What follows belongs to an exercise in optimizing a design on an open flow for small area; a production flow would make more cautious choices.
At most, simulation tests tie the RTL to the original design; equivalence was not proved.
No functional check of the RTL was part of runs 1 to 3.
The clock port is modelled as an ideal driver; clocking choices that lean on that would not hold on a real chip.
Power and IR drop assume default switching activity.

==> flow/design.v <==
module hdspbus (
    input  wire        clk,
    input  wire        rst,         
    input  wire        cmd_valid,
    output wire        cmd_ready,
    input  wire [31:0] cmd,
    output wire [15:0] status,
    output reg  [7:0]  a_out,
    output reg  [7:0]  d_out,
    output reg         d_oe,
    input  wire [7:0]  d_in,
    output reg  [7:0]  ce_n,
    output reg         wr_n,
    output reg         rd_n
);
    reg        errseen;
    reg  [2:0] lasterr;
    reg        tr;
    reg  [7:0] rdata;
    reg  [2:0] br;
    reg        fe, be, cl;
    reg  [7:0] streq;
    reg  [63:0] fmap;
    reg        busy;
    reg  [4:0] c;         
    reg  [1:0] kind;      
    reg  [2:0] mod;       
    assign cmd_ready = ~busy;
    assign status    = {rdata, 2'b00, tr, lasterr, errseen, busy};
    wire [3:0] op = cmd[31:28];
    wire [3:0] sp = cmd[27:24];
    wire [7:0] ts = cmd[23:16];
    wire op_wrreg  = (op == 4'h1);
    wire op_rdreg  = (op == 4'h2);
    wire op_wrlog  = (op == 4'h3);
    wire op_wrpos  = (op == 4'h4);
    wire op_bri    = (op == 4'h5);
    wire op_fe     = (op == 4'h6);
    wire op_be     = (op == 4'h7);
    wire op_cl     = (op == 4'h8);
    wire op_self   = (op == 4'h9);
    wire op_rdtest = (op == 4'hA);
    wire op_ldfmap = (op == 4'hB);
    wire op_flash  = (op == 4'hC);
    wire op_set    = op_bri | op_fe | op_be | op_cl;
    wire nz_sp    = |sp;
    wire nz_ts    = |ts;
    wire nz_ts_hi = |ts[7:3];
    wire nz_ad_hi = |cmd[15:11];
    wire nz_ad    = nz_ad_hi | (|cmd[10:8]);
    wire nz_dt_hi = |cmd[7:3];
    wire nz_dt    = nz_dt_hi | (|cmd[2:0]);
    wire nz_2718  = nz_sp | nz_ts | nz_ad;
    wire ts_all   = &ts;
    wire illegal =
        (op == 4'h0) || (op[3:2] == 2'b11 && op[1:0] != 2'b00) ||
        ((op_wrreg || op_ldfmap) && nz_sp) ||
        (op_rdreg  && (nz_sp || nz_dt)) ||
        (op_wrlog  && (sp[3] || (sp[2] && sp[1:0] != 2'b00))) ||
        (op_wrpos  && (sp != 4'd3) && (sp != 4'd4)) ||
        (op_bri    && (nz_2718 || nz_dt_hi)) ||
        ((op_fe || op_be || op_cl) && (nz_2718 || nz_dt_hi || (|cmd[2:1]))) ||
        (op_self   && (nz_sp || nz_ad || (|cmd[7:1]))) ||
        (op_rdtest && (nz_sp || nz_ad || nz_dt)) ||
        (op_flash  && (nz_2718 || nz_dt));
    wire bad_target = ((op_wrreg || op_wrlog) && nz_ts_hi && !ts_all) ||
                      ((op_rdreg || op_self || op_rdtest) && nz_ts_hi);
    wire bad_pos    = op_wrpos && (|cmd[23:14]);
    reg  ix_bad;
    always @(*) begin
        case (sp[2:0])
            3'd0, 3'd2: ix_bad = nz_ad;
            3'd1:       ix_bad = nz_ad_hi || (cmd[10:8] == 3'd7);
            default:    ix_bad = nz_ad_hi;
        endcase
    end
    wire bad_index  = (op_wrlog && ix_bad) || (op_ldfmap && (nz_ts || nz_ad_hi));
    wire [2:0] err = illegal    ? 3'd1 :
                     bad_target ? 3'd2 :
                     bad_pos    ? 3'd3 :
                     bad_index  ? 3'd4 : 3'd0;
    wire ok     = !illegal && !bad_target && !bad_pos && !bad_index;
    wire accept = !rst && cmd_valid && !busy;
    wire okacc  = accept && ok;
    wire go     = okacc && !op_ldfmap;    
    wire acc_rd = op_rdreg || op_rdtest;
    wire go_w   = go && !acc_rd;
    wire uniform = (streq == 8'h00) || (streq == 8'hFF);
    wire lin = op_wrlog || op_wrpos;
    wire raw = op_wrreg || op_rdreg;
    wire ctl = op_set || op_self || op_rdtest;
    wire [7:0] acc_addr;
    assign acc_addr[7:6] = raw ? cmd[15:14] : 2'b00;
    assign acc_addr[5]   = raw ? cmd[13] : lin ? ~sp[2] : ctl;
    assign acc_addr[4]   = raw ? cmd[12] : lin ?  sp[1] : ctl;
    assign acc_addr[3]   = raw ? cmd[11] : lin ?  sp[0] : 1'b0;
    assign acc_addr[2:0] = (raw || lin) ? cmd[10:8] : 3'b000;
    wire dat = op_wrreg || op_wrlog || op_wrpos;
    wire [7:0] acc_data;
    assign acc_data[7]   = dat ? cmd[7] : op_cl ? cmd[0] : op_flash ? 1'b0 : cl;
    assign acc_data[6]   = dat ? cmd[6] : op_self ? cmd[0] : op_flash ? 1'b0 : streq[0];
    assign acc_data[5]   = dat & cmd[5];
    assign acc_data[4]   = dat ? cmd[4] : op_be ? cmd[0] : op_flash ? 1'b0 : be;
    assign acc_data[3]   = dat ? cmd[3] : op_fe ? cmd[0] : op_flash ? 1'b0 : fe;
    assign acc_data[2:1] = (dat || op_bri) ? cmd[2:1] : op_flash ? 2'b00 : br[2:1];
    assign acc_data[0]   = (dat || op_bri) ? cmd[0] : op_flash ? fmap[63] : br[0];
    wire w_ce_on  = (c == 5'd0);
    wire w_wr_lo  = (c == 5'd1);
    wire w_wr_hi  = (c == 5'd11);
    wire w_ce_off = (c == 5'd12);
    wire w_end    = (c == 5'd13);
    wire r_oe_lo  = (c == 5'd14);
    wire r_ce_on  = (c == 5'd16);
    wire r_rd_lo  = (c == 5'd17);
    wire r_sample = (c == 5'd25);
    wire r_rd_hi  = (c == 5'd26);
    wire r_ce_off = (c == 5'd27);
    wire r_oe_hi  = (c == 5'd29);
    wire r_end    = (c == 5'd30);
    wire flash  = kind[1] & ~kind[0];
    wire permod = kind[1] &  kind[0];
    wire all    = ~kind[1] & kind[0] & ~c[4];    
    wire test   = kind[0];
    wire cyc_end = busy && (w_end || r_end);
    wire ce_on   = busy && (w_ce_on || r_ce_on);
    wire ce_off  = busy && (w_ce_off || r_ce_off);
    wire [2:0] col  = a_out[2:0];
    wire [2:0] col1 = {(col[1] & col[0]) ? ~col[2] : col[2], col[0] ? ~col[1] : col[1], ~col[0]};
    wire       more = (flash && (col != 3'd7)) || ((flash || permod) && (mod != 3'd0));
    wire       adv  = busy && w_ce_off && (permod || (flash && col == 3'd7));
    wire       nxt  = cyc_end && more;
    wire       fnxt = nxt && flash;
    wire       pnxt = nxt && !flash;
    wire       fbit = fmap[~{mod, col1}];
    wire [7:0] cmd_r = rst ? 8'h00 : cmd[7:0];    
    always @(posedge clk) begin
        errseen <= !rst && (errseen || (accept && !ok));
        busy    <= !rst && (go || (busy && !(cyc_end && !more)));
        wr_n    <= rst || (busy && w_wr_hi) || (wr_n && !(busy && w_wr_lo));
        rd_n    <= rst || (busy && r_rd_hi) || (rd_n && !(busy && r_rd_lo));
        d_oe    <= rst || (busy && r_oe_hi) || (d_oe && !(busy && r_oe_lo));
    end
    always @(posedge clk)
        if (rst || accept)
            lasterr <= rst ? 3'd0 : err;
    always @(posedge clk)
        if (rst || (busy && r_sample))
            rdata <= rst ? 8'h00 : d_in;
    always @(posedge clk)
        if (rst || (busy && r_sample && test))
            tr <= !rst && d_in[5];
    always @(posedge clk)
        if (rst || (okacc && op_bri))
            br <= cmd_r[2:0];
    always @(posedge clk)
        if (rst || (okacc && op_fe))
            fe <= cmd_r[0];
    always @(posedge clk)
        if (rst || (okacc && op_be))
            be <= cmd_r[0];
    always @(posedge clk)
        if (rst || (okacc && op_cl))
            cl <= cmd_r[0];
    genvar gk;
    generate
        for (gk = 0; gk < 8; gk = gk + 1) begin : g_sh
            always @(posedge clk)
                if (rst || (okacc && op_self && ts[2:0] == gk))
                    streq[gk] <= cmd_r[0];
            always @(posedge clk)
                if (rst || (okacc && op_ldfmap && cmd[10:8] == gk))
                    fmap[gk*8 +: 8] <= cmd_r;
            always @(posedge clk)
                if (rst || ce_on || ce_off)
                    ce_n[gk] <= !(ce_on && !rst && (all || mod == gk));
        end
    endgenerate
    always @(posedge clk)
        if (rst || go)
            a_out[7:3] <= rst ? 5'd0 : acc_addr[7:3];
    always @(posedge clk)
        if (rst || go || fnxt)
            a_out[2:0] <= rst ? 3'd0 : busy ? col1 : acc_addr[2:0];
    always @(posedge clk)
        if (rst || go_w) begin
            d_out[7]   <= rst ? 1'b0 : acc_data[7];
            d_out[5:1] <= rst ? 5'd0 : acc_data[5:1];
        end
    always @(posedge clk)
        if (rst || go_w || pnxt)
            d_out[6] <= rst ? 1'b0 : busy ? streq[mod] : acc_data[6];
    always @(posedge clk)
        if (rst || go_w || fnxt)
            d_out[0] <= rst ? 1'b0 : busy ? fbit : acc_data[0];
    always @(posedge clk) begin
        if (!busy) begin
            kind[1] <= op_flash || (op_set && !uniform);
            kind[0] <= op_rdtest || ((op_wrreg || op_wrlog) && ts_all) || op_set;
        end
    end
    always @(posedge clk)
        if (!busy || adv)
            mod <= busy ? {(mod[1] & mod[0]) ? ~mod[2] : mod[2], mod[0] ? ~mod[1] : mod[1], ~mod[0]} :
                   op_wrpos ? cmd[13:11] : (op_set || op_flash) ? 3'd0 : ts[2:0];
    always @(posedge clk)
        c <= (busy && !cyc_end) ? c + 5'd1 : {1'b0, {3{!busy && acc_rd}}, 1'b0};
endmodule
==> flow/flow/run.sh <==
#!/bin/bash
# Layout flow: the standard synthesis, then an area-oriented re-mapping
# of the combinational logic only (every flip-flop instance is kept as the
# standard synthesis made it), then the standard layout steps.
# Port buffers use the smallest buffer; the clock tree uses clkbuf_4.
# Logs: synth.log, reopt_yosys.log, reopt_check.log, standard.log (make),
# and the ORFS logs under orfs/logs.
set -u
export BUFFER_PORTS_ARGS="-buffer_cell sky130_fd_sc_hd__buf_1"
export CTS_ARGS="-sink_clustering_enable -repair_clock_nets -dont_use_dummy_load -buf_list sky130_fd_sc_hd__clkbuf_8 -sink_clustering_size 12 -sink_clustering_max_diameter 40"

bash standard.sh synth > synth.log 2>&1 || exit 1

R=orfs/results/${FLOW_PLATFORM}/hdspbus/base
LIB=${FLOW_HOME}/platforms/sky130hd/lib/sky130_fd_sc_hd__tt_025C_1v80.lib
YOSYS=yosys
command -v yosys > /dev/null || YOSYS=${FLOW_HOME}/../tools/install/yosys/bin/yosys
DU=""
for c in sky130_fd_sc_hd__probe_p_8 sky130_fd_sc_hd__probec_p_8 sky130_fd_sc_hd__lpflow_bleeder_1 \
    sky130_fd_sc_hd__lpflow_clkbufkapwr_1 sky130_fd_sc_hd__lpflow_clkbufkapwr_16 sky130_fd_sc_hd__lpflow_clkbufkapwr_2 \
    sky130_fd_sc_hd__lpflow_clkbufkapwr_4 sky130_fd_sc_hd__lpflow_clkbufkapwr_8 sky130_fd_sc_hd__lpflow_clkinvkapwr_1 \
    sky130_fd_sc_hd__lpflow_clkinvkapwr_16 sky130_fd_sc_hd__lpflow_clkinvkapwr_2 sky130_fd_sc_hd__lpflow_clkinvkapwr_4 \
    sky130_fd_sc_hd__lpflow_clkinvkapwr_8 sky130_fd_sc_hd__lpflow_decapkapwr_12 sky130_fd_sc_hd__lpflow_decapkapwr_3 \
    sky130_fd_sc_hd__lpflow_decapkapwr_4 sky130_fd_sc_hd__lpflow_decapkapwr_6 sky130_fd_sc_hd__lpflow_decapkapwr_8 \
    sky130_fd_sc_hd__lpflow_inputiso0n_1 sky130_fd_sc_hd__lpflow_inputiso0p_1 sky130_fd_sc_hd__lpflow_inputiso1n_1 \
    sky130_fd_sc_hd__lpflow_inputiso1p_1 sky130_fd_sc_hd__lpflow_inputisolatch_1 sky130_fd_sc_hd__lpflow_isobufsrc_1 \
    sky130_fd_sc_hd__lpflow_isobufsrc_16 sky130_fd_sc_hd__lpflow_isobufsrc_2 sky130_fd_sc_hd__lpflow_isobufsrc_4 \
    sky130_fd_sc_hd__lpflow_isobufsrc_8 sky130_fd_sc_hd__lpflow_isobufsrckapwr_16 \
    sky130_fd_sc_hd__lpflow_lsbuf_lh_hl_isowell_tap_1 sky130_fd_sc_hd__lpflow_lsbuf_lh_hl_isowell_tap_2 \
    sky130_fd_sc_hd__lpflow_lsbuf_lh_hl_isowell_tap_4 sky130_fd_sc_hd__lpflow_lsbuf_lh_isowell_4 \
    sky130_fd_sc_hd__lpflow_lsbuf_lh_isowell_tap_1 sky130_fd_sc_hd__lpflow_lsbuf_lh_isowell_tap_2 \
    sky130_fd_sc_hd__lpflow_lsbuf_lh_isowell_tap_4; do DU="$DU -dont_use $c"; done

cp $R/1_2_yosys.v std_1_2_yosys.v
mkdir -p reopt
cat > reopt/reopt.ys <<Y
read_liberty -ignore_miss_func $LIB
blackbox sky130_fd_sc_hd__dfxtp_1 sky130_fd_sc_hd__edfxtp_1
read_verilog std_1_2_yosys.v
hierarchy -top ${FLOW_TOP}
flatten
opt -purge
abc -liberty $LIB $DU -script flow/area.abc
opt_clean -purge
setundef -zero
hilomap -singleton -hicell sky130_fd_sc_hd__conb_1 HI -locell sky130_fd_sc_hd__conb_1 LO
splitnets
opt_clean -purge
stat -liberty $LIB
write_verilog -noexpr -nohex -nodec -noattr reopt/new.v
Y
# combinational equivalence of the re-mapped logic: flip-flops cut into
# inputs (Q) and outputs (D, DE), matched by instance name
cat > reopt/check.ys <<Y
read_liberty -ignore_miss_func $LIB
read_verilog reopt/g.v
rename ${FLOW_TOP} gold
read_verilog reopt/n.v
rename ${FLOW_TOP} gate
flatten gold gate
miter -equiv -flatten -make_assert gold gate miter
hierarchy -top miter
sat -verify -prove-asserts miter
Y
ok=0
if $YOSYS -s reopt/reopt.ys > reopt_yosys.log 2>&1 \
   && python3 flow/cut.py std_1_2_yosys.v reopt/g.v && python3 flow/cut.py reopt/new.v reopt/n.v \
   && $YOSYS -s reopt/check.ys > reopt_check.log 2>&1; then
  ok=1
fi
if [[ $ok == 1 ]]; then
  echo "re-mapped netlist proven equivalent; using it" >> reopt_check.log
  cp reopt/new.v $R/1_2_yosys.v
  rm -f $R/1_synth.odb $R/1_synth.sdc
else
  echo "re-mapping not used" >> reopt_check.log
fi

bash standard.sh > standard.log 2>&1
==> flow/flow/area.abc <==
strash
&get -n
&st
&deepsyn -T 60
&put
strash
&get -n
&dch -f
&nf -R 1000
&put
mfs2 -a
strash
&get -n
&dch -f
&nf -R 1000
&put
==> flow/flow/cut.py <==
# Turn every flip-flop instance of a flat sky130 netlist into cut points:
# Q becomes a module input, D (and DE) module outputs, named after the instance.
import re,sys
src=open(sys.argv[1]).read()
m=re.search(r'module\s+hdspbus\s*\((.*?)\);',src,re.S)
ports=m.group(1)
newports=[];decls=[];assigns=[]
def repl(mm):
    typ,name,body=mm.group(1),mm.group(2),mm.group(3)
    pins=dict((p,(lambda t: t+' ' if t.startswith('\\') else t)(re.sub(r'\s','',n))) for p,n in re.findall(r'\.(\w+)\(([^()]*)\)',body))
    key=re.sub(r'[^A-Za-z0-9]','_',name.strip('\\ '))
    newports.extend(['q_'+key,'d_'+key]); decls.append('input q_%s; output d_%s;'%(key,key))
    assigns.append('assign %s = q_%s; assign d_%s = %s;'%(pins['Q'],key,key,pins['D']))
    if 'DE' in pins:
        newports.append('e_'+key); decls.append('output e_%s;'%key); assigns.append('assign e_%s = %s;'%(key,pins['DE']))
    return ''
src=re.sub(r'\n\s*(sky130_fd_sc_hd__e?dfxtp_\d)\s+(\S+)\s*\((.*?)\);',repl,src,flags=re.S)
src=src.replace(m.group(0),'module hdspbus(%s, %s);'%(ports,', '.join(newports)),1)
src=src.replace('endmodule','\n'.join(decls)+'\n'+'\n'.join(assigns)+'\nendmodule',1)
open(sys.argv[2],'w').write(src)
==> flow/standard.sh <==
#!/bin/bash
# synth_recipe.tcl (not shown) runs the flow's synth.tcl, then flattens the netlist and writes it again
# the make line also repeats each setting of config.mk as NAME=value (left out here)
make -C /OpenROAD-flow-scripts/flow DESIGN_CONFIG=/design/flow/config.mk WORK_HOME=/design/flow/orfs CLKGATE_MAP_FILE= SYNTH_SCRIPT=/design/flow/synth_recipe.tcl "${@:-finish}"
==> flow/config.mk <==
export PLATFORM = sky130hd
export DESIGN_NAME = hdspbus
export DESIGN_NICKNAME = hdspbus
export VERILOG_FILES = /design/flow/design.v
export SDC_FILE = /design/flow/constraint.sdc
export NUM_CORES = 4
export LEC_CHECK = 0
export CAP_MARGIN = 20
export CORE_MARGIN = 2
export CORE_UTILIZATION = 40
export PLACE_DENSITY = 0.6
export SLEW_MARGIN = 20
==> flow/constraint.sdc <==
create_clock -name core_clock -period 10.0 [get_ports {clk}]
set_input_delay 2.0000 -clock core_clock [delete_from_list [all_inputs] [get_ports {clk}]]
set_output_delay 2.0000 -clock core_clock [all_outputs]
set_load 0.01 [all_outputs]
==> results of run 1 <==
[state kept, by name (all words and copies together), names as in the netlist, 2 cells and up]
signal / cells
a_out: 8
br: 3
c: 5
ce_n: 8
d_out: 8
fmap: 64
kind: 2
lasterr: 3
mod: 3
rdata: 8
streq: 8
[layout make-up]
class                           count  share of cell area
Sequential cell                   129               0.578
Multi-Input combinational cell    325               0.289
Timing Repair Buffer               88              0.0529
Clock buffer                       17              0.0358
Tap cell                          180              0.0345
Inverter                           17             0.00977
[worst register-to-register path: cells and delay by family, from the launching register on]
kind	cells	cell delay [ps]
and+or+nand+nor	3	1250
DFF	1	840
AOI/OAI and AO/OA	1	90
buffers and inverters	1	490
[per-stage QoR]
step	instances	area, µm²	util	power [mW]
finish	756	6530	0.471	1.07
global route	756	6530	0.471	1.10
CTS	756	6510	0.469	1.07
detailed placement	739	6280	0.452	0.762
global placement	739	6280	0.452	0.760
floorplan	471	5710	-	0.710
[worst paths after layout]
path            from  endpoint  slack [ps]  depth (start not counted)
max          cmd[29]  fmap[50]        4750                         13
min          errseen   errseen         480                          2
max reg2reg     busy   ce_n[3]        7040                          5
min reg2reg  errseen   errseen         480                          2
[power breakdown]
| group | internal [mW] | leakage (nW) | switching, mW | total [mW] |
|---|---|---|---|---|
| clock network | 0.149 | 0.122 | 0.166 | 0.315 |
| registers | 0.630 | 1.23 | 0.0162 | 0.646 |
| logic | 0.0321 | 0.707 | 0.0744 | 0.106 |
[layer usage]
| layer | share of wire | wire [µm] |
|---|---|---|
| met2 | 0.48 | 7290 |
| met4 | 0.012 | 188 |
| met3 | 0.065 | 994 |
| met5 | 0 | 0 |
| met1 | 0.45 | 6840 |
==> run_results.csv, run 1 <==
group,metric,value,unit
power_and_ir_drop,power.density,163,mW/mm²
detailed_routing,drt_iter0_drc,402,
place,pre_cts_ws,4180,ps
detailed_routing,drtPass1Iterations,5,
logic_synthesis,syn_avg_cell_area,12.1,µm²
clock_tree,cts.reportedPaths.clkPinSlew,70,ps
finish,drive_above_1_share,0.0451,
place,gp_congestion,0.900,
detailed_routing,drtAntennaViolNets,0,
clock_tree,cts_hold_buf,0,
global_routing,overflow,0,
die,row_count,43,
clock_tree,cts.repair.resized,0,
setup_path,critPathBufInv,2,
detailed_routing,wl_per_cell,20.3,µm
global_routing,grtUsageTotal,0.207,
flow_run,drv_cap,0,
finish,diodes,0,
die,pin_count,87,
setup_path,cp_top_family,"simple AND/OR/NAND/NOR gates",
place,hpwl,10.7,mm
clock_tree,cts_made_buffers,17,
setup_path,start_kind,"input pin",
global_routing,met2_usage,0.318,
finish,mostFrequentLayoutCells,"edfxtp_1, buf_1, nand2_1",
global_routing,busiest_layer,"met2",
setup_path,critPathRequiredTime,10040,ps
global_routing,antenna_found_initial,0,
die,die_w,123,µm
finish,multi_input_area,0.00189,mm²
logic_synthesis,yosys_warnings,1,
timing,worstMarginPinSlew,953,ps
global_routing,grt_pass1_vias,4211,
timing,fin_crit_sh,0.525,
clock_tree,root_buffer,"clkbuf_8",
clock_tree,post_cts_buffers,0,
timing,tns,0,ps
setup_path,crit_fanout,15,
timing,hold_viol,0,
timing,period_minus_slack,5250,ps
setup_path,path_class,"in -> reg",
timing,rsz0062_at_grt,"false",
detailed_routing,drc,0,
place,port_buffers,84,
clock_tree,cts_tree,"done",
timing,maxSlewViolCount,0,
run_status,status,"complete, no violations",
setup_path,end_kind,"register",
timing,finalSetupViolCount,0,
setup_path,critPathMostFrequentCell,"nor2_1",
die,die_h,123,µm
detailed_routing,via_per_inst,5.85,
timing,skew,19.9,ps
worst_hold_path,hp-class,"reg -> reg",
timing,slew_headroom,0.362,
clock_tree,numClockSinks,129,
global_routing,grt_pass1_wl,23.4,mm
finish,final_nets,621,
die,die_area,0.0152,mm²
finish,syn2layout_area_growth,14.6,%
timing,fmax,190,MHz
die,start_util,0.411,
global_routing,met1_usage,0.295,
detailed_routing,wl,15.3,mm
setup_path,slowest_stage,"o21ai_1",
clock_tree,htree_levels,4,
global_routing,met3_usage,0.0466,
clock_tree,clockBufferDepth,2,
global_routing,grt_max_degree,32,
power_and_ir_drop,leakage,2.06,nW
finish,nFillCells,1310,
timing,setup_ws,4750,ps
detailed_routing,via_count,4419,
logic_synthesis,netlist_area,0.00570,mm²
setup_path,critPathArrivalTime,5290,ps
setup_path,slowest_delay,640,ps
clock_tree,clk_latency,430,ps
finish,seq_area,0.00377,mm²
power_and_ir_drop,ir_drop,88.3,µV
setup_path,path_cells,"buf_1, nor2_1, and2_0, a21oi_1, nor2_1, a31oi_1, nor2_1, nand3_1, nor2_1, nand2_1, clkinv_1, nand2_1, o21ai_1",
logic_synthesis,syn-instance-count,470,
timing,hold_slack,485,ps
finish,layout_commonest_cell,"edfxtp_1",
die,core_area,0.0139,mm²
==> run 2, diff against run 1 <==
--- a/flow/flow/run.sh
+++ b/flow/flow/run.sh
@@ -1,13 +1,18 @@
 #!/bin/bash
 # Layout flow: the standard synthesis, then an area-oriented re-mapping
-# of the combinational logic only (every flip-flop instance is kept as the
-# standard synthesis made it), then the standard layout steps.
-# Port buffers use the smallest buffer; the clock tree uses clkbuf_4.
-# Logs: synth.log, reopt_yosys.log, reopt_check.log, standard.log (make),
-# and the ORFS logs under orfs/logs.
+# of the combinational logic only (every flip-flop instance is kept exactly
+# as the standard synthesis made it), then the standard layout steps.
+# The re-mapping runs ABC's &deepsyn with four seeds in parallel; each result
+# is checked for combinational equivalence with the standard netlist (the
+# flip-flops cut into inputs and outputs and matched by instance name) and
+# the smallest proven one is used; if none is proven the standard netlist
+# is kept.  Port buffers use the smallest buffer; the clock tree uses
+# clkbuf_8 without dummy loads.
+# Logs: synth.log, reopt_yosys_<seed>.log, reopt_check_<seed>.log,
+# reopt.log, standard.log (make), and the ORFS logs under orfs/logs.
 set -u
 export BUFFER_PORTS_ARGS="-buffer_cell sky130_fd_sc_hd__buf_1"
-export CTS_ARGS="-sink_clustering_enable -repair_clock_nets -dont_use_dummy_load -buf_list sky130_fd_sc_hd__clkbuf_8 -sink_clustering_size 12 -sink_clustering_max_diameter 40"
+export CTS_ARGS="-sink_clustering_enable -repair_clock_nets -dont_use_dummy_load -buf_list sky130_fd_sc_hd__clkbuf_4 -sink_clustering_size 8 -sink_clustering_max_diameter 40"
 
 bash standard.sh synth > synth.log 2>&1 || exit 1
 
@@ -33,47 +38,62 @@
 
 cp $R/1_2_yosys.v std_1_2_yosys.v
 mkdir -p reopt
-cat > reopt/reopt.ys <<Y
+python3 flow/cut.py std_1_2_yosys.v reopt/g.v
+
+remap() {  # seed
+  local s=$1
+  sed "s/@SEED@/$s/" flow/area.abc.in > reopt/area_$s.abc
+  cat > reopt/reopt_$s.ys <<Y
 read_liberty -ignore_miss_func $LIB
 blackbox sky130_fd_sc_hd__dfxtp_1 sky130_fd_sc_hd__edfxtp_1
 read_verilog std_1_2_yosys.v
 hierarchy -top ${FLOW_TOP}
 flatten
 opt -purge
-abc -liberty $LIB $DU -script flow/area.abc
+abc -liberty $LIB $DU -script reopt/area_$s.abc
 opt_clean -purge
 setundef -zero
 hilomap -singleton -hicell sky130_fd_sc_hd__conb_1 HI -locell sky130_fd_sc_hd__conb_1 LO
 splitnets
 opt_clean -purge
 stat -liberty $LIB
-write_verilog -noexpr -nohex -nodec -noattr reopt/new.v
+write_verilog -noexpr -nohex -nodec -noattr reopt/new_$s.v
 Y
-# combinational equivalence of the re-mapped logic: flip-flops cut into
-# inputs (Q) and outputs (D, DE), matched by instance name
-cat > reopt/check.ys <<Y
+  cat > reopt/check_$s.ys <<Y
 read_liberty -ignore_miss_func $LIB
 read_verilog reopt/g.v
 rename ${FLOW_TOP} gold
-read_verilog reopt/n.v
+read_verilog reopt/n_$s.v
 rename ${FLOW_TOP} gate
 flatten gold gate
 miter -equiv -flatten -make_assert gold gate miter
 hierarchy -top miter
 sat -verify -prove-asserts miter
 Y
-ok=0
-if $YOSYS -s reopt/reopt.ys > reopt_yosys.log 2>&1 \
-   && python3 flow/cut.py std_1_2_yosys.v reopt/g.v && python3 flow/cut.py reopt/new.v reopt/n.v \
-   && $YOSYS -s reopt/check.ys > reopt_check.log 2>&1; then
-  ok=1
-fi
-if [[ $ok == 1 ]]; then
-  echo "re-mapped netlist proven equivalent; using it" >> reopt_check.log
-  cp reopt/new.v $R/1_2_yosys.v
+  $YOSYS -s reopt/reopt_$s.ys > reopt_yosys_$s.log 2>&1 \
+    && python3 flow/cut.py reopt/new_$s.v reopt/n_$s.v \
+    && $YOSYS -s reopt/check_$s.ys > reopt_check_$s.log 2>&1 \
+    && grep 'Chip area' reopt_yosys_$s.log | tail -1 | awk '{print $NF}' > reopt/area_$s.txt
+}
+for s in 1 2 3 4; do remap $s & done
+wait
+
+best=""; barea=""
+for s in 1 2 3 4; do
+  if [[ -s reopt/area_$s.txt ]]; then
+    a=$(cat reopt/area_$s.txt)
+    echo "seed $s: $a um2, proven equivalent" >> reopt.log
+    if [[ -z "$best" ]] || awk "BEGIN{exit !($a < $barea)}"; then best=$s; barea=$a; fi
+  else
+    echo "seed $s: no proven result" >> reopt.log
+  fi
+done
+if [[ -n "$best" ]]; then
+  echo "using seed $best ($barea um2)" >> reopt.log
+  cp reopt/new_$best.v $R/1_2_yosys.v
   rm -f $R/1_synth.odb $R/1_synth.sdc
 else
-  echo "re-mapping not used" >> reopt_check.log
+  echo "re-mapping not used" >> reopt.log
 fi
 
 bash standard.sh > standard.log 2>&1
==> flow/flow/area.abc.in (new file) <==
strash
&get -n
&st
&deepsyn -T 60 -S @SEED@
&put
strash
&get -n
&dch -f
&nf -R 1000
&put
mfs2 -a
strash
&get -n
&dch -f
&nf -R 1000
&put
removed: flow/flow/area.abc
==> run 2 against run 1 <==
Against the previous run: wire length rose by 1.2%; register-to-register slack got worse by 290 ps; global-route usage up 1.3 points; sequential share of layout area grew 1.5 points; total power decreased by 6.9%; critical path type unchanged; critical endpoint is now fmap[8].
==> run_results.csv, run 2 <==
group,metric,value,unit
die,die_w,123,µm
clock_tree,cts_tree,"done",
power_and_ir_drop,switching_share,0.256,
power_and_ir_drop,internal-power,739,µW
clock_tree,htree_levels,4,
timing,period_minus_slack,5490,ps
clock_tree,numClockSinks,129,
finish,largest_register_ffs,64,
detailed_routing,wl,15.5,mm
detailed_routing,drt_iter0_drc,506,
timing,finalSetupViolCount,0,
timing,fin_crit_sh,0.549,
setup_path,critPathRequiredTime,10190,ps
logic_synthesis,netlist_area,0.00567,mm²
clock_tree,cts.reportedPaths.clkPinSlew,120,ps
finish,final_nets,619,
place,gp_congestion,0.936,
global_routing,antenna_found_initial,1,
die,pin_count,87,
timing,tns,0,ps
global_routing,grt_pass1_vias,4338,
detailed_routing,via_count,4478,
clock_tree,cts_hold_buf,0,
place,placed_cell_area,0.00623,mm²
die,die_area,0.0151,mm²
place,port_buffers,84,
power_and_ir_drop,p_switching,255,µW
setup_path,critPathArrivalTime,5680,ps
finish,nFillCells,1336,
setup_path,end_kind,"register",
timing,slew_headroom,0.306,
detailed_routing,drc,0,
power_and_ir_drop,pwr-share-clk,0.239,
die,die_h,123,µm
detailed_routing,drtPass1Iterations,5,
timing,maxSlewViolCount,0,
finish,layout_commonest_cell,"edfxtp_1",
logic_synthesis,syn-instance-count,470,
die,core_area,0.0139,mm²
global_routing,grt_pass1_wl,24.2,mm
finish,syn2layout_area_growth,12.4,%
timing,fmax,182,MHz
setup_path,crit_fanout,16,
timing,hold_viol,0,
place,hpwl,10.9,mm
global_routing,overflow,0,
finish,stdcell_area,0.00637,mm²
power_and_ir_drop,p_seq_frac,0.649,
logic_synthesis,syn_avg_cell_area,12.1,µm²
place,placedCellCount,737,
power_and_ir_drop,power.density,156,mW/mm²
clock_tree,cts.repair.resized,0,
clock_tree,post_cts_buffers,0,
setup_path,start_kind,"input pin",
power_and_ir_drop,leakage,1.96,nW
detailed_routing,drtAntennaViolNets,0,
global_routing,grtUsageTotal,0.220,
die,row_count,43,
flow_run,drv_cap,0,
clock_tree,clockBufferDepth,2,
clock_tree,cts_made_buffers,17,
logic_synthesis,yosys_warnings,1,
timing,worstMarginPinSlew,1040,ps
finish,drive_above_1_share,0.0383,
finish,regMostFlops,"fmap",
power_and_ir_drop,ir_drop,65.4,µV
finish,instances_no_fill,755,
power_and_ir_drop,combPwrFrac,0.112,
clock_tree,clk_latency,550,ps
die,start_util,0.408,
timing,hold_slack,464,ps
timing,rsz0062_at_grt,"false",
detailed_routing,via_per_inst,5.93,
global_routing,grt_max_degree,35,
detailed_routing,wl_per_cell,20.5,µm
worst_hold_path,hp-class,"reg -> reg",
timing,skew,31.5,ps
finish,final_util,0.459,
clock_tree,root_buffer,"clkbuf_4",
run_status,status,"complete, no violations",
setup_path,path_class,"in -> reg",
finish,mostFrequentLayoutCells,"edfxtp_1, buf_1, nor2_1",
run 2: worst paths after layout:
check	from	end	slack, ps	cells past startpoint
worst max-delay path	cmd[29]	fmap[8]	4510	11
worst min-delay path	d_oe	d_oe	460	2
worst max register to register	busy	ce_n[6]	6750	5
worst min register to register	d_oe	d_oe	460	2
run 2: stage by stage:
stage	power [mW]	setup WS, ps
floorplan	0.713	4890
global placement	0.765	4240
detailed placement	0.767	3920
CTS	0.995	4500
global route	1.03	4140
finish	0.994	4510
run 2: critical path, stage by stage:
cell	delay (ps)
buf_1	290
o21ai_0	560
nand2_1	340
o21ai_0	160
a31oi_1	70
nor3_1	290
nand3_1	260
nor2_1	350
nand2_1	190
or2_0	360
o21ai_0	810
run 2: layout make-up:
class | count | area (µm²) | area share
sequential | 129 | 3770 | 0.592
tap | 180 | 225 | 0.0353
antenna | 1 | 2.50 | 0.000393
inverter | 10 | 37.5 | 0.00589
clock buffer | 17 | 128 | 0.0200
multi-input combinational | 332 | 1880 | 0.294
timing repair buffer | 86 | 330 | 0.0518
run 2: layer usage:
metal | GRT usage | wire length (µm)
met5 | 0 | 0
met4 | 0.0966 | 406
met3 | 0.0517 | 1180
met2 | 0.333 | 7220
met1 | 0.303 | 6690
run 2: power groups by stage:
stage | clock network (mW) | registers [mW] | logic (mW)
after floorplan | 0 | 0.656 | 0.0571
after global placement | 0 | 0.656 | 0.109
after detailed placement | 0 | 0.657 | 0.110
after CTS | 0.240 | 0.645 | 0.110
after global routing | 0.258 | 0.649 | 0.123
final | 0.237 | 0.645 | 0.112
==> run 3, diff against run 2 <==
--- a/flow/flow/run.sh
+++ b/flow/flow/run.sh
@@ -12,7 +12,7 @@
 # reopt.log, standard.log (make), and the ORFS logs under orfs/logs.
 set -u
 export BUFFER_PORTS_ARGS="-buffer_cell sky130_fd_sc_hd__buf_1"
-export CTS_ARGS="-sink_clustering_enable -repair_clock_nets -dont_use_dummy_load -buf_list sky130_fd_sc_hd__clkbuf_4 -sink_clustering_size 8 -sink_clustering_max_diameter 40"
+export CTS_ARGS="-sink_clustering_enable -repair_clock_nets -dont_use_dummy_load -buf_list sky130_fd_sc_hd__clkbuf_4 -sink_clustering_size 10 -sink_clustering_max_diameter 30"
 
 bash standard.sh synth > synth.log 2>&1 || exit 1
 
==> run 3 against run 2 <==
Against the previous run: combinational power about the same; clock power about the same; total power down 0.37%; worst setup slack better by 75 ps; register-to-register slack better by 400 ps; first-iteration DRC count down 20%; critical endpoint is now fmap[61]; largest cell class unchanged.
==> run_results.csv, run 3 <==
group,metric,value,unit
finish,seq_area,0.00377,mm²
detailed_routing,via_count,4413,
place,hpwl,10.5,mm
setup_path,critPathRequiredTime,10130,ps
setup_path,rrSetupSlack,7150,ps
detailed_routing,wl_per_cell,20.0,µm
clock_tree,root_buffer,"clkbuf_4",
timing,slew_headroom,0.272,
clock_tree,cts.repair.resized,0,
clock_tree,cts.reportedPaths.clkPinSlew,90,ps
detailed_routing,drt_iter0_drc,405,
setup_path,critPathBufInv,1,
finish,final_nets,619,
die,core_area,0.0139,mm²
clock_tree,clockBufferDepth,2,
setup_path,end_kind,"register",
timing,finalSetupViolCount,0,
clock_tree,post_cts_buffers,0,
power_and_ir_drop,leakage,1.97,nW
setup_path,critPathArrivalTime,5550,ps
flow_run,drv_cap,0,
timing,worstMarginPinSlew,1090,ps
clock_tree,clk_latency,540,ps
finish,syn2layout_area_growth,12.7,%
timing,period_minus_slack,5420,ps
timing,hold_viol,0,
place,pre_cts_ws,3970,ps
timing,maxSlewViolCount,0,
power_and_ir_drop,ir_drop,76.0,µV
setup_path,crit_fanout,8,
setup_path,slowest_stage,"o21ai_0",
detailed_routing,drc,0,
detailed_routing,wl,15.1,mm
timing,rsz0062_at_grt,"false",
global_routing,grt_pass1_vias,4166,
place,gp_congestion,0.927,
die,die_w,123,µm
detailed_routing,drtPass1Iterations,5,
global_routing,overflow,0,
clock_tree,numClockSinks,129,
logic_synthesis,syn_avg_cell_area,12.1,µm²
die,start_util,0.408,
timing,tns,0,ps
setup_path,slowest_delay,910,ps
timing,setup_ws,4580,ps
place,port_buffers,84,
clock_tree,cts_tree,"done",
finish,multi_input_area,0.00189,mm²
timing,hold_slack,466,ps
die,row_count,43,
detailed_routing,via_per_inst,5.85,
setup_path,start_kind,"input pin",
global_routing,grtUsageTotal,0.205,
finish,nFillCells,1301,
finish,layout_commonest_cell,"edfxtp_1",
setup_path,path_cells,"buf_1, or3_1, nor3_1, nand2_1, o21ai_0, nand4_1, nor3_1, nor3_1, nor2_1, o21ai_0, or3_1, nor2_1, nand3_1, o21ai_0",
worst_hold_path,hp-class,"reg -> reg",
clock_tree,cts_hold_buf,0,
timing,fin_crit_sh,0.542,
die,pin_count,87,
timing,skew,34.2,ps
clock_tree,htree_levels,4,
logic_synthesis,netlist_area,0.00567,mm²
finish,drive_above_1_share,0.0436,
global_routing,grt_max_degree,39,
logic_synthesis,yosys_warnings,1,
logic_synthesis,syn-instance-count,469,
die,die_area,0.0151,mm²
finish,largest_register_ffs,64,
finish,final_util,0.460,
detailed_routing,drtAntennaViolNets,0,
power_and_ir_drop,power.density,155,mW/mm²
timing,fmax,185,MHz
clock_tree,cts_made_buffers,17,
finish,regMostFlops,"fmap",
global_routing,antenna_found_initial,1,
run_status,status,"complete, no violations",
setup_path,path_class,"in -> reg",
setup_path,cp_top_family,"simple AND/OR/NAND/NOR gates",
die,die_h,123,µm
finish,mostFrequentLayoutCells,"edfxtp_1, buf_1, nor2_1",
global_routing,grt_pass1_wl,22.9,mm
-- run 3: final cells by class --
cell class,instances,share of cell area
well taps,180,0.0353
flip-flops and latches,129,0.591
clock buffers,17,0.0200
diodes,1,0.000392
repair buffers,87,0.0531
inverters,7,0.00412
multi-input cells,334,0.296
-- run 3: worst register-to-register path, cell delays in order, from the launching register on --
cell,delay (ps)
dfxtp_1,720
clkinv_1,430
nand2_1,240
or3_1,240
nand2_1,210
o21ai_0,290
clkinv_1,390
-- run 3: final timing paths --
| kind | startpoint | cells after the start | end |
|---|---|---|---|
| worst max-delay path | cmd[19] | 14 | fmap[61] |
| worst min-delay path | d_oe | 2 | d_oe |
| worst max register to register | busy | 6 | d_out[4] |
| worst min register to register | d_oe | 2 | d_oe |
-- run 3: routing by layer --
metal,global-route usage,vias up,routed length (µm)
met5,0,-,0
met4,0.0739,0,242
met3,0.0447,25,1200
met2,0.326,196,7170
met1,0.280,2133,6510
li1,-,2059,-
-- run 3: stage by stage --
stage / power, mW / instances / cell area [µm²]
after global placement: 0.763 / 737 / 6240
after global routing: 1.03 / 755 / 6380
after floorplan: 0.713 / 470 / 5670
after CTS: 0.993 / 754 / 6360
after detailed placement: 0.766 / 737 / 6240
final: 0.990 / 755 / 6380
-- run 3: where the power goes --
group | internal, mW | switching (mW)
Sequential | 0.629 | 0.0157
Clock | 0.0775 | 0.158
Combinational | 0.0332 | 0.0767
==> run 4, diff against run 3 <==
--- a/flow/design.v
+++ b/flow/design.v
@@ -21,10 +21,11 @@
     reg        fe, be, cl;
     reg  [7:0] streq;
     reg  [63:0] fmap;
-    reg        busy;
+    wire       busy;
     reg  [4:0] c;         
     reg  [1:0] kind;      
     reg  [2:0] mod;       
+    assign busy      = ~&c;       
     assign cmd_ready = ~busy;
     assign status    = {rdata, 2'b00, tr, lasterr, errseen, busy};
     wire [3:0] op = cmd[31:28];
@@ -124,6 +125,8 @@
     wire cyc_end = busy && (w_end || r_end);
     wire ce_on   = busy && (w_ce_on || r_ce_on);
     wire ce_off  = busy && (w_ce_off || r_ce_off);
+    wire ce_win  = !rst && busy && (c[4] ? !(c[3] && (c[2] || (c[1] && c[0])))
+                                         : !(c[3] && c[2]));
     wire [2:0] col  = a_out[2:0];
     wire [2:0] col1 = {(col[1] & col[0]) ? ~col[2] : col[2], col[0] ? ~col[1] : col[1], ~col[0]};
     wire       more = (flash && (col != 3'd7)) || ((flash || permod) && (mod != 3'd0));
@@ -135,10 +138,9 @@
     wire [7:0] cmd_r = rst ? 8'h00 : cmd[7:0];    
     always @(posedge clk) begin
         errseen <= !rst && (errseen || (accept && !ok));
-        busy    <= !rst && (go || (busy && !(cyc_end && !more)));
-        wr_n    <= rst || (busy && w_wr_hi) || (wr_n && !(busy && w_wr_lo));
-        rd_n    <= rst || (busy && r_rd_hi) || (rd_n && !(busy && r_rd_lo));
-        d_oe    <= rst || (busy && r_oe_hi) || (d_oe && !(busy && r_oe_lo));
+        wr_n    <= !(!rst && busy && c >= 5'd1  && c <= 5'd10);
+        rd_n    <= !(!rst && busy && c >= 5'd17 && c <= 5'd25);
+        d_oe    <= !(!rst && busy && c >= 5'd14 && c <= 5'd28);
     end
     always @(posedge clk)
         if (rst || accept)
@@ -171,8 +173,7 @@
                 if (rst || (okacc && op_ldfmap && cmd[10:8] == gk))
                     fmap[gk*8 +: 8] <= cmd_r;
             always @(posedge clk)
-                if (rst || ce_on || ce_off)
-                    ce_n[gk] <= !(ce_on && !rst && (all || mod == gk));
+                ce_n[gk] <= !(ce_win && (all || mod == gk));
         end
     endgenerate
     always @(posedge clk)
@@ -203,5 +204,7 @@
             mod <= busy ? {(mod[1] & mod[0]) ? ~mod[2] : mod[2], mod[0] ? ~mod[1] : mod[1], ~mod[0]} :
                    op_wrpos ? cmd[13:11] : (op_set || op_flash) ? 3'd0 : ts[2:0];
     always @(posedge clk)
-        c <= (busy && !cyc_end) ? c + 5'd1 : {1'b0, {3{!busy && acc_rd}}, 1'b0};
+        c <= rst ? 5'd31 :
+             busy ? ((cyc_end && !more) ? 5'd31 : cyc_end ? 5'd0 : c + 5'd1) :
+             go ? {1'b0, {3{acc_rd}}, 1'b0} : 5'd31;
 endmodule
--- a/flow/flow/run.sh
+++ b/flow/flow/run.sh
@@ -6,12 +6,14 @@
 # is checked for combinational equivalence with the standard netlist (the
 # flip-flops cut into inputs and outputs and matched by instance name) and
 # the smallest proven one is used; if none is proven the standard netlist
-# is kept.  Port buffers use the smallest buffer; the clock tree uses
-# clkbuf_8 without dummy loads.
+# is kept.  Port buffers use the smallest buffer; the clock tree is built
+# from clkbuf_4 without dummy loads, and flow/post_cts.tcl then upsizes the
+# clock buffers whose output slew is high.
 # Logs: synth.log, reopt_yosys_<seed>.log, reopt_check_<seed>.log,
 # reopt.log, standard.log (make), and the ORFS logs under orfs/logs.
 set -u
 export BUFFER_PORTS_ARGS="-buffer_cell sky130_fd_sc_hd__buf_1"
+export POST_CTS_TCL="$(pwd)/flow/post_cts.tcl"
 export CTS_ARGS="-sink_clustering_enable -repair_clock_nets -dont_use_dummy_load -buf_list sky130_fd_sc_hd__clkbuf_4 -sink_clustering_size 10 -sink_clustering_max_diameter 30"
 
 bash standard.sh synth > synth.log 2>&1 || exit 1
==> flow/flow/post_cts.tcl (new file) <==
set upsized 0
for {set pass 0} {$pass < 3} {incr pass} {
  estimate_parasitics -placement
  set n 0
  foreach inst [get_cells *] {
    if { [get_property $inst ref_name] eq "sky130_fd_sc_hd__clkbuf_4" } {
      set p [get_pins -of_objects $inst -filter "direction==output"]
      if { [get_property $p slew_max] > 0.095 } {
        replace_cell $inst sky130_fd_sc_hd__clkbuf_8
        incr n
      }
    }
  }
  incr upsized $n
  if { $n == 0 } { break }
}
puts "post-CTS: upsized $upsized clock buffers to clkbuf_8"
if { $upsized > 0 } {
  detailed_placement
  check_placement -verbose
}
==> run 4 against run 3 <==
Against the previous run: still clean; hold slack better by 68 ps; die area down 1.8%; non-clock buffer count fell by 2; critical path depth fell by 2; via count is 0.14% higher; critical path type unchanged; critical endpoint is now fmap[15]; largest cell class unchanged; largest power group unchanged; highest routed layer unchanged.
==> run_results.csv, run 4 <==
group,metric,value,unit
setup_path,path_class,"in -> reg",
timing,hold_viol,0,
global_routing,antenna_found_initial,0,
die,row_count,43,
global_routing,grt_max_degree,34,
die,die_area,0.0149,mm²
die,pin_count,87,
detailed_routing,drtAntennaViolNets,0,
power_and_ir_drop,power.density,211,mW/mm²
worst_hold_path,whs_path_depth,1,
global_routing,grtUsageTotal,0.211,
finish,largest_register_ffs,64,
finish,stdcell_area,0.00629,mm²
setup_path,crit_fanout,15,
power_and_ir_drop,ir_drop,96.2,µV
detailed_routing,drt_iter0_drc,398,
finish,syn2layout_area_growth,13.1,%
detailed_routing,via_count,4419,
finish,instances_no_fill,752,
flow_run,drv_cap,0,
place,placedCellCount,735,
clock_tree,numClockSinks,128,
global_routing,grt_pass1_wl,23.2,mm
timing,tns,0,ps
clock_tree,clk_latency,430,ps
setup_path,critPathArrivalTime,5930,ps
detailed_routing,drtPass1Iterations,6,
finish,layout_commonest_cell,"edfxtp_1",
die,die_w,122,µm
finish,regMostFlops,"fmap",
global_routing,overflow,0,
detailed_routing,drc,0,
place,gp_congestion,0.933,
clock_tree,cts.reportedPaths.clkPinSlew,80,ps
die,core_area,0.0137,mm²
timing,slew_headroom,0.301,
timing,skew,30.0,ps
power_and_ir_drop,power.total,1.33,mW
worst_hold_path,hp-class,"reg -> reg",
logic_synthesis,yosys_warnings,1,
finish,diodes,0,
timing,hold_slack,534,ps
timing,fin_crit_sh,0.591,
clock_tree,cts_tree,"done",
setup_path,end_kind,"register",
die,die_h,122,µm
timing,maxSlewViolCount,0,
timing,worstMarginPinSlew,1040,ps
finish,mostFrequentLayoutCells,"edfxtp_1, buf_1, nand2_1",
power_and_ir_drop,leakage,2.00,nW
setup_path,critPathRequiredTime,10020,ps
place,port_buffers,84,
global_routing,grt_pass1_vias,4191,
place,hpwl,10.7,mm
finish,nFillCells,1316,
logic_synthesis,syn_avg_cell_area,11.9,µm²
logic_synthesis,syn-instance-count,469,
timing,period_minus_slack,5910,ps
run_status,status,"complete, no violations",
setup_path,reg2reg_depth,6,
die,start_util,0.405,
place,placed_cell_area,0.00611,mm²
timing,finalSetupViolCount,0,
detailed_routing,wl_per_cell,20.1,µm
finish,drive_above_1_share,0.0402,
setup_path,start_kind,"input pin",
timing,rsz0062_at_grt,"false",
timing,fmax,169,MHz
detailed_routing,wl,15.1,mm
finish,final_nets,617,
logic_synthesis,netlist_area,0.00556,mm²
detailed_routing,via_per_inst,5.88,
## run 4: final timing paths
path / endpoint / from / slack (ps)
setup / recovery: fmap[15] / cmd[28] / 4090
hold / removal: errseen / errseen / 530
setup reg to reg: fmap[15] / c[0] / 6490
hold reg to reg: errseen / errseen / 530
## run 4: final cells by class
| type | instances | area (µm²) | share of cell area |
|---|---|---|---|
| timing repair buffer | 85 | 323 | 0.0514 |
| inverter | 8 | 30.0 | 0.00478 |
| multi-input combinational | 334 | 1880 | 0.299 |
| sequential | 128 | 3670 | 0.584 |
| tap | 180 | 225 | 0.0358 |
| clock buffer | 17 | 153 | 0.0243 |
## run 4: report_power, final
group          switching (mW)  internal (mW)
clock network           0.157         0.0956
logic                   0.241          0.114
registers              0.0584          0.662
total                   0.457          0.871
## run 4: through the flow
stage	setup slack (ps)	util
final	4090	0.458
after global routing	3760	0.458
after detailed placement	3560	0.446
after global placement	3910	0.446
after floorplan	4890	-
## run 4: worst max-delay path, cell delays in order
cell	delay [ps]
buf_1	470
xnor2_1	210
nor2_1	220
nand2_1	230
o21ai_0	290
o21ai_0	180
nor3_1	210
a21boi_0	350
nand3_1	150
nor2_1	400
nand3_1	290
o31ai_1	920
## run 4: metal layers
layer | up-vias | wire length [µm] | share of wire | global-route usage
li1 | 2030 | - | - | -
met1 | 2124 | 6590 | 0.44 | 0.290
met2 | 240 | 7010 | 0.46 | 0.313
met3 | 25 | 1260 | 0.083 | 0.0651
met4 | 0 | 273 | 0.018 | 0.0848
met5 | - | 0 | 0 | 0
==> run 5, diff against run 4 <==
--- a/flow/flow/run.sh
+++ b/flow/flow/run.sh
@@ -53,6 +53,7 @@
 flatten
 opt -purge
 abc -liberty $LIB $DU -script reopt/area_$s.abc
+rename -hide w:*.*
 opt_clean -purge
 setundef -zero
 hilomap -singleton -hicell sky130_fd_sc_hd__conb_1 HI -locell sky130_fd_sc_hd__conb_1 LO
==> run 5 against run 4 <==
Against the previous run: clock skew down 1.9 ps; synthesized cell count unchanged; fmax down 1.7%; critical endpoint is now fmap[23]; critical path depth unchanged; area after synthesis unchanged; clock power about the same; global-route usage down 0.24 points; still clean on timing, DRC and antenna; total power up 0.12%; worst setup slack worse by 100 ps; final area unchanged; die area unchanged.
==> run_results.csv, run 5 <==
group,metric,value,unit
power_and_ir_drop,p_seq_frac,0.541,
global_routing,grt_pass1_vias,4034,
power_and_ir_drop,leakage,2.00,nW
logic_synthesis,netlist_area,0.00556,mm²
timing,finalSetupViolCount,0,
finish,drive_above_1_share,0.0384,
power_and_ir_drop,ir_drop,86.5,µV
worst_hold_path,holdCritStartpoint,"errseen",
timing,fin_crit_sh,0.601,
detailed_routing,drc,0,
global_routing,grt_pass1_wl,22.7,mm
place,hpwl,10.6,mm
finish,multi_input_area,0.00187,mm²
setup_path,critPathRequiredTime,10020,ps
finish,regMostFlops,"fmap",
die,core_area,0.0137,mm²
timing,slew_headroom,0.259,
finish,stdcell_area,0.00629,mm²
clock_tree,cts.reportedPaths.clkPinSlew,90,ps
timing,period_minus_slack,6010,ps
setup_path,r2r-start,"c[0]",
die,die_h,122,µm
finish,diodes,0,
detailed_routing,wl,15.0,mm
detailed_routing,drtAntennaViolNets,0,
place,placed_cell_area,0.00612,mm²
die,pin_count,87,
clock_tree,cts_tree,"done",
power_and_ir_drop,power.density,211,mW/mm²
timing,setup_ws,3990,ps
power_and_ir_drop,pwr-share-clk,0.190,
global_routing,grtUsageTotal,0.209,
timing,worstMarginPinSlew,1100,ps
global_routing,antenna_found_initial,0,
setup_path,rrSetupSlack,6350,ps
die,die_area,0.0149,mm²
clock_tree,numClockSinks,128,
detailed_routing,drtPass1Iterations,5,
logic_synthesis,syn-instance-count,469,
timing,hold_viol,0,
global_routing,grt_max_degree,34,
finish,nFillCells,1279,
timing,maxSlewViolCount,0,
setup_path,path_class,"in -> reg",
detailed_routing,wl_per_cell,19.9,µm
setup_path,startpoint,"cmd[28]",
finish,largest_register_ffs,64,
finish,final_nets,618,
power_and_ir_drop,internal-power,871,µW
power_and_ir_drop,p_switching,458,µW
place,pre_cts_ws,3560,ps
flow_run,drv_cap,0,
setup_path,end_kind,"register",
setup_path,start_kind,"input pin",
worst_hold_path,hp-class,"reg -> reg",
place,gp_congestion,0.922,
finish,syn2layout_area_growth,13.1,%
timing,tns,0,ps
setup_path,crit_fanout,15,
power_and_ir_drop,switching_share,0.345,
detailed_routing,via_count,4398,
die,die_w,122,µm
finish,seq_area,0.00367,mm²
global_routing,overflow,0,
logic_synthesis,yosys_warnings,1,
detailed_routing,drt_iter0_drc,412,
die,start_util,0.405,
timing,fmax,166,MHz
detailed_routing,via_per_inst,5.84,
timing,rsz0062_at_grt,"false",
logic_synthesis,syn_avg_cell_area,11.9,µm²
setup_path,critPathArrivalTime,6030,ps
timing,hold_slack,546,ps
run_status,status,"complete, no violations",
timing,skew,28.1,ps
place,port_buffers,84,
power_and_ir_drop,combPwrFrac,0.268,
finish,layout_commonest_cell,"edfxtp_1",
clock_tree,clk_latency,430,ps
die,row_count,43,
finish,mostFrequentLayoutCells,"edfxtp_1, buf_1, nand2_1",
## run 5: area by class of cell
cell class | instances | area share
tap | 180 | 0.0358
multi-input combinational | 334 | 0.298
sequential | 128 | 0.584
clock buffer | 17 | 0.0243
timing repair buffer | 86 | 0.0525
inverter | 8 | 0.00478
## run 5: metal layers
layer,wire length (µm),track usage
met5,0,0
met4,355,0.0726
met3,1230,0.0726
met2,6820,0.302
met1,6590,0.293
## run 5: worst paths after layout
path	to	depth (start not counted)
worst min-delay path	errseen	1
worst min register to register	errseen	1
worst max register to register	fmap[23]	6
worst max-delay path	fmap[23]	12
## run 5: power groups by stage
stage                     logic [mW]  registers, mW  clock network [mW]
after floorplan                0.218          0.722                   0
after global placement         0.348          0.729                   0
after detailed placement       0.353          0.731                   0
after global routing           0.392          0.729               0.283
final                          0.357          0.719               0.253
## run 5: critical path, cell delays in order
cell      delay, ps
buf_1           490
xnor2_1         200
nor2_1          200
nand2_1         220
o21ai_0         280
o21ai_0         180
nor3_1          250
a21boi_0        350
nand3_1         140
nor2_1          380
nand2_1         350
o31ai_1         980
## run 5: stage by stage
| step | cells | util | total power, mW |
|---|---|---|---|
| 3_5_place_dp | 736 | 0.446 | 1.08 |
| 6_report | 753 | 0.458 | 1.33 |
| 3_3_place_gp | 736 | 0.446 | 1.08 |
| 2_1_floorplan | 470 | - | 0.939 |
| 5_1_grt | 753 | 0.458 | 1.40 |
==> run 6, diff against run 5 <==
--- a/flow/design.v
+++ b/flow/design.v
@@ -91,20 +91,20 @@
     wire raw = op_wrreg || op_rdreg;
     wire ctl = op_set || op_self || op_rdtest;
     wire [7:0] acc_addr;
-    assign acc_addr[7:6] = raw ? cmd[15:14] : 2'b00;
-    assign acc_addr[5]   = raw ? cmd[13] : lin ? ~sp[2] : ctl;
-    assign acc_addr[4]   = raw ? cmd[12] : lin ?  sp[1] : ctl;
-    assign acc_addr[3]   = raw ? cmd[11] : lin ?  sp[0] : 1'b0;
-    assign acc_addr[2:0] = (raw || lin) ? cmd[10:8] : 3'b000;
-    wire dat = op_wrreg || op_wrlog || op_wrpos;
+    assign acc_addr[7:6] = cmd[15:14];
+    assign acc_addr[5]   = (lin || ctl) ? ~sp[2] : cmd[13];
+    assign acc_addr[4]   = raw ? cmd[12] : lin ? sp[1] : ctl;
+    assign acc_addr[3]   = raw ? cmd[11] : sp[0];
+    assign acc_addr[2:0] = cmd[10:8];
+    wire setx = op_bri || op_fe || op_be || op_cl || op_self;    
     wire [7:0] acc_data;
-    assign acc_data[7]   = dat ? cmd[7] : op_cl ? cmd[0] : op_flash ? 1'b0 : cl;
-    assign acc_data[6]   = dat ? cmd[6] : op_self ? cmd[0] : op_flash ? 1'b0 : streq[0];
-    assign acc_data[5]   = dat & cmd[5];
-    assign acc_data[4]   = dat ? cmd[4] : op_be ? cmd[0] : op_flash ? 1'b0 : be;
-    assign acc_data[3]   = dat ? cmd[3] : op_fe ? cmd[0] : op_flash ? 1'b0 : fe;
-    assign acc_data[2:1] = (dat || op_bri) ? cmd[2:1] : op_flash ? 2'b00 : br[2:1];
-    assign acc_data[0]   = (dat || op_bri) ? cmd[0] : op_flash ? fmap[63] : br[0];
+    assign acc_data[7]   = op_cl ? cmd[0] : setx ? cl : cmd[7];
+    assign acc_data[6]   = op_self ? cmd[0] : op_set ? streq[0] : cmd[6];
+    assign acc_data[5]   = cmd[5];
+    assign acc_data[4]   = op_be ? cmd[0] : setx ? be : cmd[4];
+    assign acc_data[3]   = op_fe ? cmd[0] : setx ? fe : cmd[3];
+    assign acc_data[2:1] = (setx && !op_bri) ? br[2:1] : cmd[2:1];
+    assign acc_data[0]   = op_flash ? fmap[63] : (setx && !op_bri) ? br[0] : cmd[0];
     wire w_ce_on  = (c == 5'd0);
     wire w_wr_lo  = (c == 5'd1);
     wire w_wr_hi  = (c == 5'd11);
@@ -196,13 +196,13 @@
     always @(posedge clk) begin
         if (!busy) begin
             kind[1] <= op_flash || (op_set && !uniform);
-            kind[0] <= op_rdtest || ((op_wrreg || op_wrlog) && ts_all) || op_set;
+            kind[0] <= op_rdtest || ts_all || op_set;    
         end
     end
     always @(posedge clk)
         if (!busy || adv)
             mod <= busy ? {(mod[1] & mod[0]) ? ~mod[2] : mod[2], mod[0] ? ~mod[1] : mod[1], ~mod[0]} :
-                   op_wrpos ? cmd[13:11] : (op_set || op_flash) ? 3'd0 : ts[2:0];
+                   op_wrpos ? cmd[13:11] : ts[2:0];    
     always @(posedge clk)
         c <= rst ? 5'd31 :
              busy ? ((cyc_end && !more) ? 5'd31 : cyc_end ? 5'd0 : c + 5'd1) :
--- a/flow/flow/run.sh
+++ b/flow/flow/run.sh
@@ -2,7 +2,7 @@
 # Layout flow: the standard synthesis, then an area-oriented re-mapping
 # of the combinational logic only (every flip-flop instance is kept exactly
 # as the standard synthesis made it), then the standard layout steps.
-# The re-mapping runs ABC's &deepsyn with four seeds in parallel; each result
+# The re-mapping runs ABC's &deepsyn with eight seeds, four at a time; each result
 # is checked for combinational equivalence with the standard netlist (the
 # flip-flops cut into inputs and outputs and matched by instance name) and
 # the smallest proven one is used; if none is proven the standard netlist
@@ -80,9 +80,11 @@
 }
 for s in 1 2 3 4; do remap $s & done
 wait
+for s in 5 6 7 8; do remap $s & done
+wait
 
 best=""; barea=""
-for s in 1 2 3 4; do
+for s in 1 2 3 4 5 6 7 8; do
   if [[ -s reopt/area_$s.txt ]]; then
     a=$(cat reopt/area_$s.txt)
     echo "seed $s: $a um2, proven equivalent" >> reopt.log
==> run 6 against run 5 <==
Against the previous run: still clean; hold slack got worse by 49 ps; total power increased by 4.6%; combinational power increased by 14%; clock skew decreased by 2.3 ps; clock-buffer cell count unchanged; die area decreased by 2.0%; flip-flop and latch count unchanged; synthesized cell count decreased by 4.5%; final area decreased by 1.6%; final cell count decreased by 3.2%; sequential share of layout area increased by 0.96 points; critical endpoint is now fmap[25]; largest cell class unchanged; highest routed layer unchanged.
==> run_results.csv, run 6 <==
group,metric,value,unit
setup_path,critPathArrivalTime,5900,ps
finish,syn2layout_area_growth,13.6,%
finish,multi_input_area,0.00176,mm²
timing,tns,0,ps
global_routing,grt_max_degree,36,
timing,period_minus_slack,5880,ps
timing,maxSlewViolCount,0,
finish,diodes,0,
detailed_routing,drtAntennaViolNets,0,
logic_synthesis,syn-instance-count,448,
finish,mostFrequentLayoutCells,"edfxtp_1, buf_1, nand2_1",
detailed_routing,drc,0,
timing,skew,25.8,ps
timing,hold_viol,0,
logic_synthesis,netlist_area,0.00545,mm²
flow_run,drv_cap,0,
clock_tree,cts.reportedPaths.clkPinSlew,90,ps
detailed_routing,drt_iter0_drc,479,
clock_tree,clk_latency,410,ps
power_and_ir_drop,power.density,225,mW/mm²
global_routing,overflow,0,
finish,final_util,0.465,
setup_path,critPathRequiredTime,10020,ps
timing,rsz0062_at_grt,"false",
detailed_routing,via_per_inst,5.78,
place,port_buffers,84,
place,gp_congestion,0.920,
global_routing,grt_pass1_vias,3979,
detailed_routing,via_count,4211,
die,start_util,0.410,
global_routing,antenna_found_initial,0,
setup_path,end_kind,"register",
timing,finalSetupViolCount,0,
clock_tree,numClockSinks,128,
finish,largest_register_ffs,64,
power_and_ir_drop,combPwrFrac,0.293,
global_routing,grtUsageTotal,0.204,
timing,worstMarginPinSlew,1070,ps
finish,nFillCells,1246,
power_and_ir_drop,switching_share,0.356,
detailed_routing,wl,14.4,mm
finish,final_nets,598,
die,die_area,0.0146,mm²
logic_synthesis,syn_avg_cell_area,12.2,µm²
power_and_ir_drop,ir_drop,82.5,µV
power_and_ir_drop,pwr-share-clk,0.181,
clock_tree,cts_tree,"done",
finish,stdcell_area,0.00618,mm²
place,hpwl,9.96,mm
power_and_ir_drop,leakage,2.00,nW
die,die_w,121,µm
power_and_ir_drop,internal-power,895,µW
power_and_ir_drop,p_switching,495,µW
run_status,status,"complete, no violations",
timing,fmax,170,MHz
detailed_routing,wl_per_cell,19.7,µm
finish,seq_area,0.00367,mm²
die,core_area,0.0133,mm²
die,pin_count,87,
setup_path,crit_fanout,12,
global_routing,grt_pass1_wl,22.1,mm
worst_hold_path,hp-class,"reg -> reg",
setup_path,path_class,"in -> reg",
die,die_h,121,µm
timing,fin_crit_sh,0.588,
finish,regMostFlops,"fmap",
place,placed_cell_area,0.00601,mm²
finish,layout_commonest_cell,"edfxtp_1",
detailed_routing,drtPass1Iterations,5,
power_and_ir_drop,p_seq_frac,0.526,
die,row_count,42,
place,pre_cts_ws,3530,ps
timing,setup_ws,4120,ps
timing,slew_headroom,0.288,
finish,drive_above_1_share,0.0488,
setup_path,start_kind,"input pin",
logic_synthesis,yosys_warnings,1,
run 6: cell count changes in the layout (fill, tap and decap cells not counted), sizes merged, moves of 4 or more:
cell    previous run  this run
nand3             18         8
nand2             56        63
o21ai             39        33
clkinv             8        13
nor3              15        10
o221ai             5         0
nor2              34        30
nor2b             22        18
run 6: cell type report:
class                           instances  share of cell area
Multi-Input combinational cell        308               0.284
Tap cell                              176              0.0356
Timing Repair Buffer                   87              0.0546
Inverter                               13             0.00789
Sequential cell                       128               0.594
Clock buffer                           17              0.0237
run 6: path summary, 6_finish.rpt:
check,startpoint,to,slack (ps),cells past startpoint
setup / recovery,cmd[29],fmap[25],4120,12
hold / removal,errseen,errseen,500,2
setup reg to reg,c[1],fmap[25],6550,7
hold reg to reg,errseen,errseen,500,2
run 6: layer usage:
layer	track usage	part of all wire	routed length [µm]
met1	0.283	0.44	6280
met2	0.309	0.46	6670
met3	0.0580	0.083	1200
met4	0.0676	0.017	239
met5	0	0	0
run 6: stage by stage:
step                hold WS [ps]  power [mW]  instances
global route                 563        1.47        729
global placement             490        1.14        712
detailed placement           473        1.14        712
floorplan                    496       0.987        449
finish                       496        1.39        729
run 6: critical path, cell delays in order:
cell	delay, ps
buf_1	350
nor2_1	200
nor4_1	610
a21oi_1	90
o41ai_1	340
nand2_1	110
a21oi_1	170
a21boi_0	310
and4_1	350
clkinv_1	190
or3_1	500
o31ai_2	660
run 6: power groups by stage:
stage / sequential (mW) / clock [mW] / combinational, mW
3_3_place_gp: 0.740 / 0 / 0.399
3_5_place_dp: 0.742 / 0 / 0.401
2_1_floorplan: 0.736 / 0 / 0.250
5_1_grt: 0.741 / 0.279 / 0.449
6_report: 0.732 / 0.251 / 0.407

port drivers added, routing unchanged:
No port has a modelled driver above. Below, the same layouts with a new extraction and two added sets of constraints. Step 1: set_driving_cell puts a clkbuf_16 on clk and a buf_2 on each other input, an assumption about the parent block. Step 2 moves the port delays by t, midway between the first and last clock arrival at a register: inputs arrive t later, outputs are due t later. That takes back most of the time a late clock gives input paths. Slacks: ideal ports / drivers / drivers and shift; pairs: ideal ports / drivers.
run	t, ns	setup slack, ns	worst hold slack (ns)	worst setup path after step 2
run 1	0.453	4.746 / 4.763 / 4.310	0.485 / 0.485 / 0.485	input to register
run 2	0.565	4.509 / 4.519 / 3.954	0.464 / 0.464 / 0.464	input to register
run 3	0.559	4.584 / 4.598 / 4.038	0.466 / 0.466 / 0.466	input to register
run 4	0.449	4.094 / 4.100 / 3.651	0.534 / 0.534 / 0.534	input to register
run 5	0.449	3.990 / 3.998 / 3.549	0.546 / 0.546 / 0.546	input to register
run 6	0.436	4.123 / 4.133 / 3.697	0.496 / 0.496 / 0.496	input to register
After both steps setup and hold are still met in every run listed. The setup slack of run 2, which loses most, moves by +0.010 ns with the drivers and by -0.555 ns with both steps.
